This design comes from an exercise in tuning for small area, a short achievable clock period and few clock cycles on the open sky130 flow, not from production work.
RTL that was checked went through simulation tests only; none was proved equivalent to the original.
No activity file was given, so power comes from the tool's default toggle rates.

==> build 79: inputs <==
==> flow/design.v <==
module fgc_segmenter (
    input  wire        clk,
    input  wire        rst,           
    input  wire        start,
    input  wire [31:0] fw_len,
    input  wire [31:0] cursor_in,
    input  wire [31:0] req_in,
    input  wire [31:0] rewind_in,
    input  wire [31:0] maxpkt,
    input  wire [7:0]  version,
    input  wire        use_chk,
    output wire        busy,
    output wire        fw_rd,
    output wire [23:0] fw_addr,
    input  wire [7:0]  fw_rdata,
    output wire        out_valid,
    output wire [7:0]  out_data,
    input  wire        out_ready,
    output reg         done,
    output wire [1:0]  result,
    output wire [3:0]  errcode,
    output wire [31:0] res_cursor,
    output wire [31:0] res_frames,
    output wire [31:0] out_len
);
    localparam [3:0] P_IDLE = 4'd0,
                     P_S1   = 4'd1,    
                     P_S1B  = 4'd2,    
                     P_S2   = 4'd3,    
                     P_S3   = 4'd4,    
                     P_S3B  = 4'd5,    
                     P_S4   = 4'd6,    
                     P_S5   = 4'd7,    
                     P_S5B  = 4'd13,   
                     P_S6   = 4'd14,   
                     P_F    = 4'd8,    
                     P_H    = 4'd9,    
                     P_D    = 4'd10,   
                     P_C    = 4'd11,   
                     P_E    = 4'd12;   
    reg [3:0]  pst;
    reg        busy_r;
    reg [7:0]  ver;
    reg        chk;
    reg [23:0] cur;           
    reg        cneg, cbig;
    reg [23:0] left;          
    reg        qneg, qbig;
    reg [15:0] eff;           
    reg        mbig;
    reg [23:0] frames;        
    reg        rwok;
    reg [27:0] olen;          
    reg        lbig;
    reg [15:0] kc;            
    reg        kz;            
    reg [3:0]  hidx;
    reg        ext, last, ends;
    reg [7:0]  csum;
    reg        p2v;           
    reg [7:0]  o_d, s_d;
    reg        o_v, s_v;
    reg        rd_r;
    reg        r_err;
    reg [2:0]  r_code;
    assign busy       = busy_r;
    assign out_valid  = o_v;
    assign out_data   = o_d;
    assign fw_rd      = rd_r;
    assign fw_addr    = cur;
    assign result     = {r_err, 1'b0};
    assign errcode    = {1'b0, r_code};
    assign res_cursor = {8'd0, cur};
    assign res_frames = {8'd0, frames};
    assign out_len    = {4'd0, olen};
    wire [23:0] L      = olen[23:0];
    wire        v_lt4  = (ver < 8'd4);
    wire [15:0] eff1   = v_lt4 ? ((mbig || eff > 16'd250) ? 16'd250 : eff)
                               : (mbig ? 16'hFFFF : eff);
    wire        e_len  = lbig;
    wire        e_ver  = (ver < 8'd3);
    wire        e_max  = !mbig && (eff == 16'd0);
    reg         a_olen, a_fr, b_left, inv, cin, yflag;
    wire [23:0] a_w    = a_olen ? olen[23:0] : (a_fr ? frames : 24'd0);
    wire [23:0] b_w    = b_left ? (qneg ? 24'd0 : left) : cur;
    wire [24:0] y      = {1'b0, a_w} + ({1'b0, b_w} ^ {25{inv}}) + {24'd0, cin};
    wire        e_long = !v_lt4 && (eff > 16'd65531) &&
                         ((left[23:16] != 8'd0) || (left[15:0] > 16'd65531));
    wire        consume = p2v && !s_v;
    reg [7:0] hb;
    always @(*) begin
        case (hidx)
            4'd0:    hb = 8'hFF;
            4'd1:    hb = ver;
            4'd2:    hb = {6'd0, ext, chk};
            4'd3:    hb = kc[15:8];
            4'd4:    hb = kc[7:0];
            4'd5:    hb = 8'h00;
            4'd6:    hb = 8'h1D;
            4'd7:    hb = 8'h0C;
            4'd8:    hb = 8'h02;
            4'd9:    hb = 8'h04;
            4'd10:   hb = kc[15:8];
            4'd11:   hb = kc[7:0];
            default: hb = {7'd0, ends && last};
        endcase
    end
    wire [7:0] pb = (pst == P_H) ? hb : (pst == P_D) ? fw_rdata : csum;
    wire rd_phase = ((pst == P_H) && (hidx == 4'd12)) || (pst == P_D);
    wire rd       = consume && rd_phase && !kz;
    wire fend     = consume && ((rd_phase && kz && !chk) || (pst == P_C));
    wire to_c     = consume && rd_phase && kz && chk;
    reg         le;       
    wire [23:0] left_dec = left - 24'd1;
    wire [23:0] left_le  = rd ? left_dec : left;    
    wire [15:0] k      = le ? left[15:0] : eff;
    wire [15:0] k4     = {k[15:2] + 14'd1, k[1:0]};
    wire        ext_w  = !v_lt4 && (le ? (left[15:0] >= 16'd252) : (eff >= 16'd252));
    wire        fstart = (pst == P_F && !e_long) || (fend && !last);
    wire ofree = !o_v || out_ready;
    wire accept = start && !busy_r;
    reg [3:0]  pst_n;
    reg        busy_n, done_n, p2v_n, kz_n, s_v_n, o_v_n;
    reg [15:0] kc_n;
    reg [3:0]  hidx_n;
    reg [23:0] cur_n, left_n, frames_n;
    reg [27:0] olen_n;
    reg [15:0] eff_n;
    reg [7:0]  csum_n, o_d_n, s_d_n;
    reg        ext_n, last_n, ends_n, rwok_n, r_err_n;
    reg [2:0]  r_code_n;
    always @(*) begin
        pst_n    = pst;
        busy_n   = busy_r;
        done_n   = 1'b0;
        p2v_n    = p2v;
        kc_n     = kc;
        kz_n     = kz;
        hidx_n   = hidx;
        cur_n    = cur;
        left_n   = left;
        frames_n = frames;
        olen_n   = olen;
        eff_n    = eff;
        csum_n   = csum;
        ext_n    = ext;
        last_n   = last;
        ends_n   = ends;
        rwok_n   = rwok;
        r_err_n  = r_err;
        r_code_n = r_code;
        o_d_n    = o_d;
        s_d_n    = s_d;
        o_v_n    = o_v;
        s_v_n    = s_v;
        if (s_v) begin
            if (ofree) begin o_d_n = s_d; o_v_n = 1'b1; s_v_n = 1'b0; end
        end else if (consume) begin
            if (ofree) begin o_d_n = pb; o_v_n = 1'b1; end
            else       begin s_d_n = pb; s_v_n = 1'b1; end
        end else if (ofree) begin
            o_v_n = 1'b0;
        end
        if (consume) begin
            olen_n = olen + 28'd1;
            csum_n = csum ^ pb;
            if (pst == P_H) begin
                if (hidx == 4'd2 && !ext) hidx_n = 4'd4;
                else if (hidx != 4'd12)   hidx_n = hidx + 4'd1;
                if (hidx == 4'd4 || hidx == 4'd5 || hidx == 4'd6 || hidx == 4'd11) begin
                    kc_n = kc - 16'd1;
                    kz_n = (kc == 16'd1);
                end
            end
        end
        if (rd) begin
            cur_n  = y[23:0];
            left_n = left_dec;
            kc_n   = kc - 16'd1;
            kz_n   = (kc == 16'd1);
            pst_n  = P_D;
        end
        if (to_c) pst_n = P_C;
        if (fend && last) begin
            pst_n = P_E;
            p2v_n = 1'b0;
        end
        if (fstart) begin
            kc_n     = k4;
            kz_n     = 1'b0;
            ext_n    = ext_w;
            last_n   = le;
            frames_n = frames + 24'd1;
            csum_n   = 8'd0;
            hidx_n   = 4'd0;
            p2v_n    = 1'b1;
            pst_n    = P_H;
        end
        if (pst == P_E && !s_v && ofree) begin
            done_n   = 1'b1;
            r_err_n  = 1'b0;
            r_code_n = 3'd0;
            busy_n   = 1'b0;
            pst_n    = P_IDLE;
        end
        case (pst)
            P_S1: begin                       
                eff_n = eff1;
                if (e_len || e_ver || e_max) begin
                    done_n   = 1'b1;
                    r_err_n  = 1'b1;
                    r_code_n = e_len ? 3'd3 : e_ver ? 3'd4 : 3'd7;
                    olen_n   = 28'd0;
                    busy_n   = 1'b0;
                    pst_n    = P_IDLE;
                end else begin
                    pst_n = P_S1B;
                end
            end
            P_S1B: begin                      
                if (cneg)                cur_n = 24'd0;
                else if (cbig || yflag)  cur_n = L;
                pst_n = P_S2;
            end
            P_S2: begin                       
                cur_n    = y[23:0];
                frames_n = cur;               
                rwok_n   = rwok && !y[24];
                pst_n    = P_S3;
            end
            P_S3: pst_n = P_S3B;              
            P_S3B: begin                      
                if (!rwok || yflag) cur_n = frames;
                pst_n = P_S4;
            end
            P_S4: begin                       
                olen_n = {4'd0, y[23:0]};     
                pst_n  = P_S5;
            end
            P_S5: pst_n = P_S5B;              
            P_S5B: begin                      
                ends_n   = (qbig && !qneg) || yflag;
                left_n   = ((qbig && !qneg) || yflag) ? L : (qneg ? 24'd0 : left);
                olen_n   = 28'd0;
                frames_n = 24'd0;
                pst_n    = P_S6;
            end
            P_S6: pst_n = P_F;
            P_F: if (e_long) begin
                done_n   = 1'b1;
                r_err_n  = 1'b1;
                r_code_n = 3'd5;
                busy_n   = 1'b0;
                pst_n    = P_IDLE;
            end
            default: ;
        endcase
        if (accept) begin
            busy_n = 1'b1;
            pst_n  = P_S1;
        end
        if (rst) begin
            pst_n  = P_IDLE;
            busy_n = 1'b0;
            done_n = 1'b0;
            p2v_n  = 1'b0;
            o_v_n  = 1'b0;
            s_v_n  = 1'b0;
        end
    end
    wire rd_n = p2v_n && !s_v_n && !kz_n &&
                (((pst_n == P_H) && (hidx_n == 4'd12)) || (pst_n == P_D));
    always @(posedge clk) begin
        pst    <= pst_n;
        busy_r <= busy_n;
        done   <= done_n;
        p2v    <= p2v_n;
        kc     <= kc_n;
        kz     <= kz_n;
        hidx   <= hidx_n;
        cur    <= cur_n;
        left   <= left_n;
        frames <= frames_n;
        olen   <= olen_n;
        eff    <= eff_n;
        csum   <= csum_n;
        ext    <= ext_n;
        last   <= last_n;
        ends   <= ends_n;
        rwok   <= rwok_n;
        r_err  <= r_err_n;
        r_code <= r_code_n;
        o_d    <= o_d_n;
        s_d    <= s_d_n;
        o_v    <= o_v_n;
        s_v    <= s_v_n;
        rd_r   <= rd_n && !rst;
        le     <= (left_le[23:16] == 8'd0) && (left_le[15:0] <= eff);
        yflag  <= y[24];
        a_olen <= (pst_n == P_S1) || (pst_n == P_S3) || (pst_n == P_S4) || (pst_n == P_S5);
        inv    <= (pst_n == P_S1) || (pst_n == P_S3) || (pst_n == P_S4) || (pst_n == P_S5);
        a_fr   <= (pst_n == P_S2);
        b_left <= (pst_n == P_S5);
        cin    <= !((pst_n == P_S2) || (pst_n == P_S3) || (pst_n == P_S5));
        if (!busy_r) begin
            ver    <= version;
            chk    <= use_chk;
            lbig   <= (fw_len[31:24] != 8'd0);
            cneg   <= cursor_in[31];
            cbig   <= (cursor_in[30:24] != 7'd0);
            rwok   <= !rewind_in[31] && (rewind_in[30:24] == 7'd0);
            left   <= req_in[23:0];
            qneg   <= req_in[31];
            qbig   <= (req_in[30:24] != 7'd0);
            eff    <= maxpkt[15:0];
            mbig   <= (maxpkt[31:16] != 16'd0);
        end
        if (accept) begin
            olen   <= {4'd0, fw_len[23:0]};
            cur    <= cursor_in[23:0];
            frames <= rewind_in[23:0];
        end
    end
endmodule
==> flow/flow/run.sh <==
#!/bin/bash
# Standard ORFS layout (the standard.sh, standard synthesis unchanged),
# with repair_timing asked for extra setup slack so it optimises the
# achieved period, not just the 12 ns constraint, and ports buffered with
# plain buffers. The SDC is unchanged.
set -euo pipefail
export SETUP_SLACK_MARGIN=8.3
export BUFFER_PORTS_ARGS="-buffer_cell sky130_fd_sc_hd__buf_2"
bash standard.sh synth > synth.log 2>&1
bash standard.sh > layout.log 2>&1
==> flow/standard.sh <==
#!/bin/bash
# synth_recipe.tcl (not shown) runs the flow's synth.tcl, then flattens the netlist and writes it again
# the make line also repeats each setting of config.mk as NAME=value (left out here)
make -C /OpenROAD-flow-scripts/flow DESIGN_CONFIG=/design/flow/config.mk WORK_HOME=/design/flow/orfs CLKGATE_MAP_FILE= SYNTH_SCRIPT=/design/flow/synth_recipe.tcl "${@:-finish}"
==> flow/config.mk <==
export PLATFORM = sky130hd
export DESIGN_NAME = fgc_segmenter
export DESIGN_NICKNAME = fgc_segmenter
export VERILOG_FILES = /design/flow/design.v
export SDC_FILE = /design/flow/constraint.sdc
export NUM_CORES = 4
export LEC_CHECK = 0
export CAP_MARGIN = 20
export CORE_MARGIN = 2
export CORE_UTILIZATION = 40
export SLEW_MARGIN = 20
==> flow/constraint.sdc <==
create_clock -name core_clock -period 12.0 [get_ports {clk}]
set_input_delay 2.4000 -clock core_clock [delete_from_list [all_inputs] [get_ports {clk}]]
set_output_delay 2.4000 -clock core_clock [all_outputs]
set_load 0.01 [all_outputs]
==> build 33: changes against build 79 <==
==> flow/flow/run.sh (replaced) <==
#!/bin/bash
# Standard ORFS layout (the standard.sh, standard synthesis unchanged),
# with repair_timing asked for extra setup slack so it optimises the
# achieved period, not just the 12 ns constraint. The SDC is unchanged.
set -euo pipefail
export SETUP_SLACK_MARGIN=8.3
bash standard.sh synth > synth.log 2>&1
bash standard.sh > layout.log 2>&1
==> build 36: changes against build 79 <==
--- a/flow/design.v
+++ b/flow/design.v
@@ -297,11 +297,11 @@
         rd_r   <= rd_n && !rst;
         le     <= (left_le[23:16] == 8'd0) && (left_le[15:0] <= eff);
         yflag  <= y[24];
-        a_olen <= (pst_n == P_S1) || (pst_n == P_S3) || (pst_n == P_S4) || (pst_n == P_S5);
-        inv    <= (pst_n == P_S1) || (pst_n == P_S3) || (pst_n == P_S4) || (pst_n == P_S5);
-        a_fr   <= (pst_n == P_S2);
-        b_left <= (pst_n == P_S5);
-        cin    <= !((pst_n == P_S2) || (pst_n == P_S3) || (pst_n == P_S5));
+        a_olen <= (pst == P_IDLE) || (pst == P_S2) || (pst == P_S3B) || (pst == P_S4);
+        inv    <= (pst == P_IDLE) || (pst == P_S2) || (pst == P_S3B) || (pst == P_S4);
+        a_fr   <= (pst == P_S1B);
+        b_left <= (pst == P_S4);
+        cin    <= !((pst == P_S1B) || (pst == P_S2) || (pst == P_S4));
         if (!busy_r) begin
             ver    <= version;
             chk    <= use_chk;
==> comparison <==
- Build 33 produced a clean layout. Build 79 passed the timing, DRC and antenna checks. Build 36 ran to the end with no violations.
- The lowest design area belongs to build 79, the highest to build 33.
- Clock power: build 79 < build 36 < build 33.
- The lowest maximum frequency belongs to build 36, the highest to build 33.
- Register-to-register slack: build 33 < build 36 < build 79.
- Power: build 36 > build 33 > build 79.
==> figures <==
| quantity | build 36 | build 33 | build 79 |
|---|---|---|---|
| Period utilization | 0.308 | 0.306 | 0.307 |
| Nature of the critical path endpoint | output pin | flip-flop | flip-flop |
| Power consumed by combinational cells | 1.49 mW | 896 uW | 782 uW |
| 1st-iter DRT viols | 1415 | 1466 | 1497 |
| Fraction of the yosys area taken by sequential cells | 0.327 | 0.333 | 0.333 |
| Cell leakage power | 7.06 nW | 7.37 nW | 6.97 nW |
| Result of the run | timing/DRC/antenna clean | timing/DRC/antenna clean | timing/DRC/antenna clean |
| Sequential portion of the cell area | 0.278 | 0.264 | 0.285 |
| Area occupied by multi-input gates | 9400 sq um | 9120 sq um | 9060 sq um |
| Fraction of synthesized cell area in xor and xnor cells | 0.0866 | 0.0848 | 0.0848 |
| Worst-case register-to-register setup slack | 8.39 ns | 8.33 ns | 8.45 ns |
Testbench counts of build 79, summed over its fixed seeds: cycles 221,019.
Testbench counts of build 33, summed over its fixed seeds: cycles 221,019.
Only the layout flow was run in build 36; the RTL was not checked for function there.

[re-timing with driven ports]
The results above use ideal ports. As a check the final layouts listed here were re-extracted and re-timed, cells and wires unchanged.
Step 1 assumes that a clkbuf_16 drives the clock port and a buf_2 every other input.
Step 2 times the ports against the registers' clock, not the clock port: input delays grow and output delays shrink by t, the midpoint of the rising clock arrivals with the driver on.
Slacks: ideal ports / drivers / drivers and shift; pairs: ideal ports / drivers.
run | t, ns | setup slack, ns | hold slack, ns | worst setup path at the end
build 79 | 0.512 | 8.311 / 8.262 / 7.830 | 0.493 / 0.493 / 0.493 | input to register
build 33 | 0.519 | 8.329 / 8.277 / 7.846 | 0.498 / 0.498 / 0.498 | input to register
build 36 | 0.513 | 8.302 / 8.243 / 7.821 | 0.488 / 0.488 / 0.488 | input to register
After both steps setup and hold are still met in every run listed. The setup slack of build 33, which loses most, moves by -0.052 ns with the drivers and by -0.483 ns with both steps.
